Context: an optimization exercise on an open-source flow, tuned for small area, a short achievable clock period and few clock cycles per item. The choices shown serve that exercise and are no tape-out recipe. RTL that was checked went through simulation tests only; none was proved equivalent to the original. For run 3, only the layout was checked, not whether the RTL still works. Power and IR drop assume default switching activity.

File: flow/run.sh
#!/bin/bash
# Standard ORFS layout (the standard.sh) with two changes to how it is
# made: timing repair aims for extra setup slack, and the clock tree uses
# clkbuf_16 for its root and trunk and clkbuf_8 for its leaves.
set -euo pipefail
CTS="-sink_clustering_enable -repair_clock_nets -buf_list sky130_fd_sc_hd__clkbuf_8 -root_buf sky130_fd_sc_hd__clkbuf_16 -tree_buf sky130_fd_sc_hd__clkbuf_16 -sink_clustering_size 14 -sink_clustering_max_diameter 50"
bash standard.sh SETUP_SLACK_MARGIN=6.7 "CTS_ARGS=$CTS" finish > standard.log 2>&1
File: standard.sh
#!/bin/bash
# synth_recipe.tcl (not shown) runs the flow's synth.tcl, then flattens the netlist and writes it again
# the make line also repeats each setting of config.mk as NAME=value (left out here)
make -C /OpenROAD-flow-scripts/flow DESIGN_CONFIG=/design/flow/config.mk WORK_HOME=/design/flow/orfs CLKGATE_MAP_FILE= SYNTH_SCRIPT=/design/flow/synth_recipe.tcl "${@:-finish}"
File: config.mk
export PLATFORM = sky130hd
export DESIGN_NAME = lz77_block_encoder
export DESIGN_NICKNAME = lz77_block_encoder
export VERILOG_FILES = /design/flow/design.v
export SDC_FILE = /design/flow/constraint.sdc
export NUM_CORES = 4
export LEC_CHECK = 0
export ABC_AREA = 1
export CAP_MARGIN = 20
export CORE_MARGIN = 2
export CORE_UTILIZATION = 65
export SLEW_MARGIN = 20
File: constraint.sdc
create_clock -name core_clock -period 10.0 [get_ports {clk}]
set_input_delay 2.0000 -clock core_clock [delete_from_list [all_inputs] [get_ports {clk}]]
set_output_delay 2.0000 -clock core_clock [all_outputs]
set_load 0.01 [all_outputs]
File: design.v
module lz77_block_encoder (
    input  wire        clk,
    input  wire        rst,         
    input  wire        in_valid,
    output wire        in_ready,
    input  wire [7:0]  in_data,
    input  wire        in_last,
    output wire        tok_valid,
    input  wire        tok_ready,
    output wire        tok_match,   
    output wire [7:0]  tok_value,   
    output wire [11:0] tok_dist,    
    output wire        tok_last     
);
    localparam integer N = 128;
    reg        in_rdy_r;
    reg        main_v;
    reg  [7:0] main_d;
    reg  [7:0] main_dn;               
    reg        main_end;              
    reg        skid_v, skid_l;
    reg  [7:0] skid_d;
    wire in_fire = in_valid & in_rdy_r;
    assign in_ready = in_rdy_r;
    reg  [7:0]   H [1:N-1];
    reg  [6:0]   qpos;                
    wire         A_fire;
    reg          vA;                  
    reg  [N-1:1] eA;
    reg          lastA;
    wire [6:0] qpos_nx = A_fire ? (main_end ? 7'd0 : qpos + 7'd1) : qpos;
    reg  [6:0]   qposB;               
    wire [N-1:1] e_next, validB;
    genvar gd;
    generate
        for (gd = 1; gd < N; gd = gd + 1) begin : g_cmp
            assign e_next[gd] = (gd % 2) ? (H[gd] == main_d)
                                         : ((H[gd] ^ main_dn) == 8'hff);
            assign validB[gd] = (qposB >= gd);
        end
    endgenerate
    reg  [N-1:1] X1, X2;
    reg          M;                   
    reg  [1:0]   pend;                
    reg  [6:0]   L;                   
    wire [7:0]   b0 = H[1];
    wire [7:0]   b1 = H[2];
    wire [7:0]   b2 = H[3];
    reg  [1:0]   f;                   
    reg          fl_match;
    reg  [7:0]   flA, flB;
    reg          ov, sv;
    reg  [16:0]  o_tok, s_tok;
    wire         room = ~sv;
    wire         pop  = ov & tok_ready;
    wire         load_o = ~ov | tok_ready;
    wire [6:0]   far_d;
    wire [127:0] pv = {X2, 1'b0};
    wire [63:0] a1;  wire [63:0]  i1;
    wire [31:0] a2;  wire [63:0]  i2;
    wire [15:0] a3;  wire [47:0]  i3;
    wire [7:0]  a4;  wire [31:0]  i4;
    wire [3:0]  a5;  wire [19:0]  i5;
    wire [1:0]  a6;  wire [11:0]  i6;
    genvar g;
    generate
        for (g = 0; g < 64; g = g + 1) begin : l1
            assign a1[g] = pv[2*g+1] | pv[2*g];
            assign i1[g] = pv[2*g+1];
        end
        for (g = 0; g < 32; g = g + 1) begin : l2
            assign a2[g] = a1[2*g+1] | a1[2*g];
            assign i2[2*g+1:2*g] = a1[2*g+1] ? {1'b1, i1[2*g+1]} : {1'b0, i1[2*g]};
        end
        for (g = 0; g < 16; g = g + 1) begin : l3
            assign a3[g] = a2[2*g+1] | a2[2*g];
            assign i3[3*g+2:3*g] = a2[2*g+1] ? {1'b1, i2[4*g+3:4*g+2]} : {1'b0, i2[4*g+1:4*g]};
        end
        for (g = 0; g < 8; g = g + 1) begin : l4
            assign a4[g] = a3[2*g+1] | a3[2*g];
            assign i4[4*g+3:4*g] = a3[2*g+1] ? {1'b1, i3[6*g+5:6*g+3]} : {1'b0, i3[6*g+2:6*g]};
        end
        for (g = 0; g < 4; g = g + 1) begin : l5
            assign a5[g] = a4[2*g+1] | a4[2*g];
            assign i5[5*g+4:5*g] = a4[2*g+1] ? {1'b1, i4[8*g+7:8*g+4]} : {1'b0, i4[8*g+3:8*g]};
        end
        for (g = 0; g < 2; g = g + 1) begin : l6
            assign a6[g] = a5[2*g+1] | a5[2*g];
            assign i6[6*g+5:6*g] = a5[2*g+1] ? {1'b1, i5[10*g+9:10*g+5]} : {1'b0, i5[10*g+4:10*g]};
        end
    endgenerate
    assign far_d = a6[1] ? {1'b1, i6[11:6]} : {1'b0, i6[5:0]};
    wire [N-1:1] and_v = X2 & eA;
    wire         any   = |and_v;
    wire         eval  = M | (pend == 2'd2);
    wire         cont  = eval & any;
    wire flush_fire = (f != 2'd0) & room;
    wire B_fire     = vA & room & ~(lastA & f[1]);
    assign A_fire   = main_v & (~vA | B_fire);
    wire        emit_n  = B_fire & eval & ~any;
    wire [16:0] tok_n   = M ? {1'b0, 1'b1, 1'b0, L, far_d}
                            : {1'b0, 1'b0, b2, 7'd0};
    wire [16:0] tok_f   = fl_match  ? {1'b1, 1'b1, 1'b0, L, far_d}
                        : f[1]      ? {1'b0, 1'b0, flA, 7'd0}
                                    : {1'b1, 1'b0, flB, 7'd0};
    wire        wr      = flush_fire | emit_n;
    wire [16:0] tok_w   = flush_fire ? tok_f : tok_n;
    wire [1:0] pend_nx = M ? 2'd1 : (pend == 2'd2) ? 2'd2 : pend + 2'd1;
    assign tok_valid = ov;
    assign tok_last  = o_tok[16];
    assign tok_match = o_tok[15];
    assign tok_value = o_tok[14:7];
    assign tok_dist  = {5'd0, o_tok[6:0]};
    integer k;
    always @(posedge clk) begin
        if (A_fire) begin
            H[1] <= main_d;
            for (k = 2; k < N; k = k + 1) H[k] <= H[k-1];
            eA    <= e_next;
            lastA <= main_end;
            qposB <= qpos;
        end
        if (B_fire) begin
            X1 <= eA & validB;
            X2 <= cont ? and_v : (X1 & eA);
            if (cont) L <= M ? L + 7'd1 : 7'd3;
            if (lastA) begin
                flA <= b1;
                flB <= b0;
                fl_match <= cont;
            end
        end
    end
    always @(posedge clk) begin
        if (skid_v) begin
            if (A_fire) begin
                main_d   <= skid_d;
                main_dn  <= ~skid_d;
                main_end <= skid_l | (qpos_nx == 7'd127);
            end
        end else if (in_fire) begin
            if (~main_v | A_fire) begin
                main_d   <= in_data;
                main_dn  <= ~in_data;
                main_end <= in_last | (qpos_nx == 7'd127);
            end else begin
                skid_d <= in_data;
                skid_l <= in_last;
            end
        end
    end
    always @(posedge clk) begin
        if (load_o)
            o_tok <= sv ? s_tok : tok_w;
        if (ov & ~tok_ready & ~sv)
            s_tok <= tok_w;
    end
    always @(posedge clk) begin
        if (rst) begin
            in_rdy_r <= 1'b1;
            main_v   <= 1'b0;
            skid_v   <= 1'b0;
            qpos     <= 7'd0;
            vA       <= 1'b0;
            M        <= 1'b0;
            pend     <= 2'd0;
            f        <= 2'd0;
            ov       <= 1'b0;
            sv       <= 1'b0;
        end else begin
            if (skid_v) begin
                if (A_fire) begin
                    skid_v   <= 1'b0;
                    in_rdy_r <= 1'b1;
                end
            end else if (in_fire) begin
                if (~main_v | A_fire) begin
                    main_v <= 1'b1;
                end else begin
                    skid_v   <= 1'b1;
                    in_rdy_r <= 1'b0;
                end
            end else if (A_fire) begin
                main_v <= 1'b0;
            end
            qpos <= qpos_nx;
            if (A_fire)
                vA <= 1'b1;
            else if (B_fire)
                vA <= 1'b0;
            if (B_fire) begin
                if (lastA) begin
                    M    <= 1'b0;
                    pend <= 2'd0;
                end else begin
                    M    <= cont;
                    pend <= pend_nx;
                end
            end
            if (B_fire & lastA)
                f <= cont ? 2'd1 : pend_nx;
            else if (flush_fire)
                f <= f - 2'd1;
            if (load_o) begin
                ov <= sv | wr;
                sv <= 1'b0;
            end else if (wr) begin
                sv <= 1'b1;
            end
        end
    end
endmodule
==> out/results.ini, run 1 <==
[run_status]
status=timing/DRC/antenna clean

[place]
portBuffers=31
postPlaceCellArea_um2=65300
gp_congestion=0.943
hpwl_um=86900
dp.cells=5759

[drt]
post_drt_wl_per_cell_um=24.6
drt_iter0_markers=4167
final_antenna_net_count=0
drc=0
first_pass_iters=6
drt-vias-per-instance=6.02
vias=36000
wl_um=147000

[floorplan]
pin_count=37
start_util_pct=65.7
row_count=114
die_x_um=317
die_h_um=317
dieArea_um2=101000
core_um2=97000

[synth]
syn_area_per_cell_um2=13.9
synth_ff_type=edfxtp_1
synth_top_family_by_area=XOR/XNOR gates
synthMuxAreaShare_pct=0.0314
synth_area_leaders=edfxtp_1, xnor2_1, xor2_1, nand2_1, nand4_1
synthAdderAreaFrac_pct=0.0981
synth_area_um2=63800
ys_seq_area_share_pct=70.7
synthCells=4572
synth-xor-area-share_pct=14.0
yosysMostFrequentCell=edfxtp_1
synth-simple-area-share_pct=9.38
yosys-top-cells-count=edfxtp_1, xnor2_1, xor2_1
async_reset_ff_share_pct=0
synth_edf_count=1489
yosysTopAreaCell=edfxtp_1
ys_ff_latch=1507
yosysTopAreaCellShare_pct=70.1
synth_compound_area_share_pct=3.23
yosysWarnings=2
synthDistinctLibCells=46

[run]
max_cap_viol_count=0

[sta]
slew_headroom_pct=31.0
rsz0062_at_grt=yes
fin_tns_setup_ns=0
hold_viol=0
setup_viol=0
final_max_slew_viol_count=0
fin_skew_ns=0.0328
fin_crit_ns=3.26
period_share_pct=32.6
fmax_mhz=307
tightest_slew_ns=1.04

[layout]
layout.nets=4651
drive_gt1_share_pct=6.51
post-route-util_pct=70.5
multi_input_area_um2=17100
antenna_cells=0
nFillCells=6625
final_cell_count_no_fill=5978
syn2layout_area_growth_pct=7.16
final_area_um2=68300
register_area_um2=45100

[worst_setup_path]
path_buf_inv=1
path_cells=buf_2
critPathRequiredTime_ns=8.00
path_class=flop to primary output
startpoint=o_tok[12]
crit_arrival_ns=1.26
critPathLaunchType=flop
cpPeakStageDelay_ns=0.38
path_delay_family=flip-flops
end_kind=primary output
regToRegStartpoint=sv
cpMaxStageDelayCell=edfxtp_1
path_max_fanout=1

[grt]
antenna_found_initial=3
grt_pass1_wl_um=218000
grt_pass1_vias=34800
grt_max_degree=161
grt_overflow=0
grt_util_all_layers_pct=29.5

[cts]
clk_latency_ns=0.73
cts.clk_slew.worst_paths_ns=0.09
cts-buffers-inserted=142
cts_root_buffer=clkbuf_16
clockBufferDepth=3
cts_tree=yes
cts_htree_levels=4
cts_num_sinks=1507
cts_setup_buffers=0
cts_hold_buf=0

[pwr]
leakagePower_nw=23.0
power_density_nw_per_um2=193
peakVddDrop_v=0.000158

[worst_hold_path]
min_path_type=flop to flop
hold_start=H[59][5]

-- registers in the layout, summed over array words and instances, names as in the netlist, 17 cells and up --
register  count
o_tok        17
eA          127
H          1016
s_tok        17
X1          127
X2          127
-- layout make-up --
class | instances | share of cell area, %
clock buffer | 145 | 3.20
multi-input combinational | 2709 | 25.1
timing repair buffer | 80 | 1.32
timing repair inverter | 1 | 0.00732
sequential | 1507 | 66.0
inverter | 192 | 1.08
tap | 1276 | 2.34
clock inverter | 68 | 1.01
-- placed cells by master, fill, tap and decap left out, types with 14 or more instances in the layout --
cell,n
a21boi_0,49
a21oi_1,67
buf_2,19
buf_4,26
clkbuf_16,18
clkbuf_8,128
dfxtp_1,14
edfxtp_1,1489
inv_1,205
nand2_1,495
nand3_1,170
nand4_1,261
nor2_1,324
o21ai_0,194
xnor2_1,512
xor2_1,508
-- report_power, final --
group / internal [mW] / total, mW / switching (mW)
clock: 1.84 / 3.96 / 2.11
sequential: 7.50 / 7.78 / 0.276
combinational: 0.480 / 1.44 / 0.963
total: 9.83 / 13.2 / 3.35
-- per-stage QoR --
step                      total power, mW  hold WS, ns  setup slack, ns
after floorplan                      8.87        0.424             5.26
after detailed placement             9.37        0.454             6.02
final                                13.2        0.459             6.74
after global placement               9.33        0.449             6.03
after global routing                 13.6        0.475             6.66
after CTS                            13.2        0.466             6.51
-- worst paths after layout --
| path | end | slack (ns) | depth (start not counted) |
|---|---|---|---|
| max | tok_value[5] | 6.74 | 1 |
| min | H[60][5] | 0.46 | 0 |
| max reg2reg | H[29][5] | 6.81 | 7 |
| min reg2reg | H[60][5] | 0.46 | 0 |
-- timing repair --
item / 4_1_cts / 5_1_grt
gates cloned: 4 / 2
pin swaps: 1 / 0
gates resized for setup: 83 / 13
endpoints found under the setup margin: 759 / 591
-- routing by layer --
metal,track usage (%),wire length (µm)
met1,44.3,64400
met2,45.3,67500
met3,4.37,11000
met4,8.80,4010
met5,0,20
-- kinds of logic after synthesis --
| kind of cell | after synthesis |
|---|---|
| buf+inv | 361 |
| compound gates | 362 |
| simple gates | 1314 |
| fa+ha+maj | 5 |
| xor+xnor | 1020 |
| mux | 2 |
| other cells | 1 |
| flops | 1507 |
Testbench counts, summed over its fixed seeds: cycles 43,506, bytes 43,472.
==> run 2: changes to the inputs <==
==> flow/run.sh (replaced) <==
#!/bin/bash
# Standard ORFS layout (the standard.sh) with two changes to how it is
# made: timing repair aims for extra setup slack, and the clock tree uses
# clkbuf_16 for its root and trunk and clkbuf_8 for its leaves.
set -euo pipefail
CTS="-sink_clustering_enable -repair_clock_nets -buf_list sky130_fd_sc_hd__clkbuf_8 -root_buf sky130_fd_sc_hd__clkbuf_16 -tree_buf sky130_fd_sc_hd__clkbuf_16 -sink_clustering_size 14 -sink_clustering_max_diameter 50 -distance_between_buffers 150"
bash standard.sh SETUP_SLACK_MARGIN=6.7 "CTS_ARGS=$CTS" finish > standard.log 2>&1
==> out/results.ini, run 2 <==
[place]
gp_congestion=0.943
dp_slack_ns=6.02
dp.cells=5759
hpwl_um=86900
portBuffers=31

[worst_setup_path]
startpoint=qposB[2]
path_max_fanout=10
r2r_end=X1[31]
regToRegStartpoint=qposB[2]
critPathRequiredTime_ns=10.58
critPathLaunchType=flop
ff2ff_setup_slack_ns=6.69
path_class=flop to flop
r2r_cells=6
crit_arrival_ns=3.90
end_kind=flop

[cts]
clk_latency_ns=0.71
cts_num_sinks=1507
cts_root_buffer=clkbuf_16
cts_setup_buffers=0
clockBufferDepth=4
cts_tree=yes
cts_htree_levels=4
cts.clk_slew.worst_paths_ns=0.10
cts-buffers-inserted=146
cts_hold_buf=0

[layout]
drive_gt1_share_pct=6.50
layout.nets=4654
antenna_cells=0
regMostFlops=H
syn2layout_area_growth_pct=7.29
final_cell_mix=edfxtp_1, xnor2_1, xor2_1, nand2_1, nor2_1
nFillCells=6621
final_common_cell=edfxtp_1
final_cell_count_no_fill=5981
largest_reg_flops=1016

[worst_hold_path]
min_path_cells=0
worstHoldEndpoint=H[60][5]
min_path_type=flop to flop
hold_start=H[59][5]

[sta]
fmax_mhz=302
slew_headroom_pct=31.2
fin_crit_ns=3.31
rsz0062_at_grt=yes
tightest_slew_ns=1.03
layout_setup_ws_ns=6.69
final_max_slew_viol_count=0
hold_viol=0
period_share_pct=33.1
fin_tns_setup_ns=0
fin_skew_ns=0.0339
setup_viol=0

[synth]
yosysMostFrequentCell=edfxtp_1
synthCells=4572
yosysTopAreaCellShare_pct=70.1
synth_ff_type=edfxtp_1
synthDistinctLibCells=46
ys_seq_area_share_pct=70.7
yosysWarnings=2
synth_area_leaders=edfxtp_1, xnor2_1, xor2_1, nand2_1, nand4_1
async_reset_ff_share_pct=0
synth_area_um2=63800
synth_edf_count=1489
ys_ff_latch=1507
yosys-top-cells-count=edfxtp_1, xnor2_1, xor2_1
syn_area_per_cell_um2=13.9
yosysTopAreaCell=edfxtp_1

[grt]
grt_max_degree=161
antenna_found_initial=3
grt_util_all_layers_pct=29.2
grt_overflow=0
grt_pass1_wl_um=217000
grt_pass1_vias=34800

[pwr]
switchingPower_mw=3.37
power_density_nw_per_um2=194
leakagePower_nw=23.0
p_clk_share_pct=30.6
intPower_mw=9.91
seqPwrFrac_pct=58.6
sw_frac_of_total_pct=25.4
peakVddDrop_v=0.000141
combPwrFrac_pct=10.8

[run_status]
status=timing/DRC/antenna clean

[floorplan]
pin_count=37
core_um2=97000
start_util_pct=65.7
die_h_um=317
row_count=114
die_x_um=317
dieArea_um2=101000

[drt]
drc=0
vias=36100
wl_um=147000
first_pass_iters=6
drt_iter0_markers=4229
final_antenna_net_count=0
drt-vias-per-instance=6.04
post_drt_wl_per_cell_um=24.5

[run]
max_cap_viol_count=0

## run 2: worst max path at each step
stage / cells after the start / to
2_1_floorplan: 3 / X1[100]
3_3_place_gp: 4 / s_tok[8]
3_5_place_dp: 4 / s_tok[14]
4_1_cts: 1 / in_ready
5_1_grt: 5 / X1[19]
6_report: 6 / X1[31]
## run 2: area by class of cell
class	count	area, µm²	share of cell area, %
sequential	1507	45100	65.9
multi-input combinational	2709	17100	25.0
clock buffer	149	2290	3.34
tap	1276	1600	2.33
timing repair buffer	80	900	1.31
inverter	192	739	1.08
clock inverter	68	689	1.01
## run 2: critical path, stage by stage, from the launching register on
cell	delay (ns)
edfxtp_1	0.87
nand2_1	0.53
nor2_1	0.88
inv_1	0.49
o21ai_0	0.30
nand2_1	0.07
inv_1	0.05
## run 2: metal layers
metal,up-vias,GRT usage (%),wire [µm]
met5,-,0,18
met4,2,7.71,3860
met3,257,3.85,11000
met2,1515,45.3,67800
met1,18100,44.2,63900
li1,16300,-,-
## run 2: power groups by stage
| stage | sequential [mW] | combinational (mW) | clock, mW |
|---|---|---|---|
| floorplan | 7.89 | 0.988 | 0 |
| global placement | 7.92 | 1.41 | 0 |
| detailed placement | 7.92 | 1.45 | 0 |
| CTS | 7.78 | 1.43 | 4.11 |
| global route | 7.83 | 1.57 | 4.33 |
| finish | 7.78 | 1.44 | 4.06 |
## run 2: cell families (layout without fill, tap and decap cells)
group / after synthesis / count (layout) / share of synthesized area [%]
AO/OA/AOI/OAI: 362 / 362 / 3.23
XOR/XNOR: 1020 / 1020 / 14.0
adder cells (fa/ha/maj): 5 / 5 / 0.0981
buffers and inverters: 361 / 489 / 2.56
flip-flops: 1507 / 1507 / 70.7
multiplexers: 2 / 2 / 0.0314
other: 1 / 5 / 0.00588
AND/OR/NAND/NOR: 1314 / 1315 / 9.38
## run 2: what timing repair did
action,4_1_cts,5_1_grt
resized for setup,81,10
pin swaps,1,0
hold endpoints to repair,0,0
gates cloned,4,1
setup endpoints to repair,759,588
## run 2: metrics by stage
step           power [mW]  hold slack [ns]  instance area [µm²]  util, %
2_1_floorplan        8.87            0.424                63800        -
3_3_place_gp         9.33            0.449                65300     67.4
3_5_place_dp         9.37            0.454                65300     67.4
4_1_cts              13.3            0.465                68400     70.5
5_1_grt              13.7            0.475                68400     70.5
6_report             13.3            0.456                68400     70.5
==> run 3: changes to the inputs <==
--- a/design.v
+++ b/design.v
@@ -49,11 +49,9 @@
     reg  [1:0]   f;                   
     reg          fl_match;
     reg  [7:0]   flA, flB;
-    reg          ov, sv;
-    reg  [16:0]  o_tok, s_tok;
-    wire         room = ~sv;
-    wire         pop  = ov & tok_ready;
-    wire         load_o = ~ov | tok_ready;
+    reg          ov;
+    reg  [16:0]  o_tok;
+    wire         room = ~ov | tok_ready;
     wire [6:0]   far_d;
     wire [127:0] pv = {X2, 1'b0};
     wire [63:0] a1;  wire [63:0]  i1;
@@ -150,10 +148,8 @@
         end
     end
     always @(posedge clk) begin
-        if (load_o)
-            o_tok <= sv ? s_tok : tok_w;
-        if (ov & ~tok_ready & ~sv)
-            s_tok <= tok_w;
+        if (room)
+            o_tok <= tok_w;
     end
     always @(posedge clk) begin
         if (rst) begin
@@ -166,7 +162,6 @@
             pend     <= 2'd0;
             f        <= 2'd0;
             ov       <= 1'b0;
-            sv       <= 1'b0;
         end else begin
             if (skid_v) begin
                 if (A_fire) begin
@@ -201,12 +196,8 @@
                 f <= cont ? 2'd1 : pend_nx;
             else if (flush_fire)
                 f <= f - 2'd1;
-            if (load_o) begin
-                ov <= sv | wr;
-                sv <= 1'b0;
-            end else if (wr) begin
-                sv <= 1'b1;
-            end
+            if (room)
+                ov <= wr;
         end
     end
 endmodule
==> flow/run.sh (replaced) <==
#!/bin/bash
# Standard ORFS layout (the standard.sh) with two changes to how it is
# made: timing repair aims for extra setup slack, and the clock tree uses
# clkbuf_16 for its root and trunk and clkbuf_8 for its leaves.
set -euo pipefail
CTS="-sink_clustering_enable -repair_clock_nets -buf_list sky130_fd_sc_hd__clkbuf_8 -root_buf sky130_fd_sc_hd__clkbuf_16 -tree_buf sky130_fd_sc_hd__clkbuf_16 -sink_clustering_size 14 -sink_clustering_max_diameter 50"
bash standard.sh SETUP_SLACK_MARGIN=6.7 "CTS_ARGS=$CTS" finish > standard.log 2>&1
==> out/results.ini, run 3 <==
[run_status]
status=timing/DRC/antenna clean

[worst_hold_path]
min_path_type=flop to flop

[floorplan]
die_x_um=315
start_util_pct=65.3
row_count=114
die_h_um=315
core_um2=96300
pin_count=37
dieArea_um2=99200

[layout]
syn2layout_area_growth_pct=8.33
largest_reg_flops=1016
regMostFlops=H
layout.nets=4546
final_cell_mix=edfxtp_1, xnor2_1, xor2_1, nand2_1, nor2_1
drive_gt1_share_pct=7.55
nFillCells=6492
final_common_cell=edfxtp_1

[sta]
fmax_mhz=287
layout_setup_ws_ns=6.52
setup_viol=0
final_max_slew_viol_count=0
fin_skew_ns=0.0261
period_share_pct=34.8
slew_headroom_pct=41.5
rsz0062_at_grt=yes
fin_tns_setup_ns=0
fin_crit_ns=3.48
tightest_slew_ns=0.868
hold_viol=0

[synth]
yosysWarnings=2
synthDistinctLibCells=51
yosysMostFrequentCell=edfxtp_1
synthCells=4433
yosysTopAreaCellShare_pct=70.3
synth_edf_count=1472
synth_area_leaders=edfxtp_1, xnor2_1, xor2_1, nand4_1, nand2_1
yosysTopAreaCell=edfxtp_1
ys_seq_area_share_pct=70.9
async_reset_ff_share_pct=0
synth_ff_type=edfxtp_1
syn_area_per_cell_um2=14.2
yosys-top-cells-count=edfxtp_1, xnor2_1, xor2_1
synth_area_um2=62800
ys_ff_latch=1489

[grt]
grt_max_degree=144
grt_overflow=0
grt_util_all_layers_pct=28.2
grt_pass1_wl_um=208000
antenna_found_initial=2
grt_pass1_vias=34400

[cts]
cts.clk_slew.worst_paths_ns=0.09
cts_htree_levels=4
cts_tree=yes
cts_root_buffer=clkbuf_16
clk_latency_ns=0.74
cts-buffers-inserted=142
clockBufferDepth=3
cts_num_sinks=1489
cts_hold_buf=0

[pwr]
power_density_nw_per_um2=191
leakagePower_nw=22.7
peakVddDrop_v=0.000181

[drt]
drt_iter0_markers=4070
vias=35200
first_pass_iters=6
drt-vias-per-instance=5.98
final_antenna_net_count=0
drc=0
post_drt_wl_per_cell_um=23.7
wl_um=139000

[worst_setup_path]
crit_arrival_ns=1.48
path_delay_family=flip-flops
critPathRequiredTime_ns=8.00
cpMaxStageDelayCell=edfxtp_1
cpPeakStageDelay_ns=0.54
end_kind=primary output
critPathLaunchType=flop
path_max_fanout=1
path_class=flop to primary output
path_buf_inv=1
path_cells=buf_2

[place]
dp_slack_ns=4.23
hpwl_um=82700
gp_congestion=0.909
portBuffers=31

[run]
max_cap_viol_count=0

run 3: changes by cell type in the layout (fill, tap and decap cells not counted), sizes merged, moves of 9 or more:
| cell | change |
|---|---|
| edfxtp | -17 |
| inv | -41 |
| a211oi | +9 |
| clkinv | +9 |
| nand3 | -14 |
| a31oi | +11 |
| buf | +29 |
| nand2 | -76 |
run 3: cells by family (layout without fill, tap and decap cells):
family,after synthesis,in the layout,synth area share [%]
flip-flops,1489,1489,70.9
AND/OR/NAND/NOR,1211,1215,8.85
XOR/XNOR,1020,1020,14.2
AO/OA/AOI/OAI,392,392,3.60
buffers and inverters,314,485,2.33
adder cells (fa/ha/maj),5,5,0.0996
other,1,6,0.00597
multiplexers,1,1,0.0159
run 3: power breakdown:
part | switching, mW | internal, mW | leakage (nW)
clock | 2.15 | 1.79 | 1.54
sequential | 0.285 | 7.36 | 13.9
combinational | 0.908 | 0.502 | 7.23
run 3: per-layer routing:
metal	vias up	wire (µm)	global-route usage (%)	part of all wire, %
met5	-	7	0	0.0050
met4	2	3210	7.64	2.3
met3	219	11000	5.24	7.9
met2	1331	63600	42.9	46
met1	17600	61500	42.4	44
li1	16000	-	-	-
run 3: path summary, 6_finish.rpt:
check | from | end | slack [ns] | cells past startpoint
max | o_tok[2] | tok_dist[2] | 6.52 | 1
min | H[81][5] | H[82][5] | 0.46 | 0
max reg2reg | qposB[2] | X1[97] | 6.60 | 6
min reg2reg | H[81][5] | H[82][5] | 0.46 | 0
run 3: cell type report:
| cell class | count | area [µm²] | share of cell area [%] |
|---|---|---|---|
| timing repair buffer | 112 | 1520 | 2.23 |
| multi-input combinational | 2638 | 16900 | 24.9 |
| sequential | 1489 | 44500 | 65.4 |
| antenna | 1 | 2.50 | 0.00368 |
| clock buffer | 152 | 2280 | 3.35 |
| inverter | 145 | 552 | 0.811 |
| clock inverter | 76 | 641 | 0.941 |
| tap | 1276 | 1600 | 2.35 |
run 3: per-stage QoR:
step	power (mW)	std cells	hold WS (ns)	area (µm²)	utilization [%]
5_1_grt	13.4	5888	0.471	68100	70.7
3_5_place_dp	9.11	5625	0.454	64300	66.8
2_1_floorplan	8.69	4437	0.424	62900	-
4_1_cts	13.0	5883	0.464	67900	70.5
6_report	13.0	5889	0.461	68100	70.7
3_3_place_gp	9.09	5625	0.448	64300	66.8
run 3: repair_timing:
item	4_1_cts	5_1_grt
endpoints found under the setup margin	1526	981
cloned	20	5
gates resized for setup	122	12
setup buffers	10	0
pin swaps	4	3

## port drivers added, routing unchanged
In the flow no input, the clock included, has a driving cell. The finished layouts below were timed again as built, in two steps.
Step 1 assumes that a clkbuf_16 drives the clock port and a buf_2 every other input.
Step 2, shift: input delay + t, output delay - t, t = (earliest + latest rising clock arrival at the registers) / 2. This alone moves slack from input paths to output paths.
a / b / c = ideal ports / drivers / drivers and shift; a / b = the first two.
| run | t, ns | setup WS [ns] | worst data-port slew with drivers (ns) |
|---|---|---|---|
| run 1 | 0.790 | 6.742 / 6.669 / 6.123 | 0.08 |
| run 2 | 0.766 | 6.686 / 6.682 / 6.136 | 0.09 |
| run 3 | 0.794 | 6.521 / 6.453 / 6.208 | 0.04 |
After both steps setup and hold are still met in every run listed. The setup slack of run 1, which loses most, moves by -0.073 ns with the drivers and by -0.619 ns with both steps.
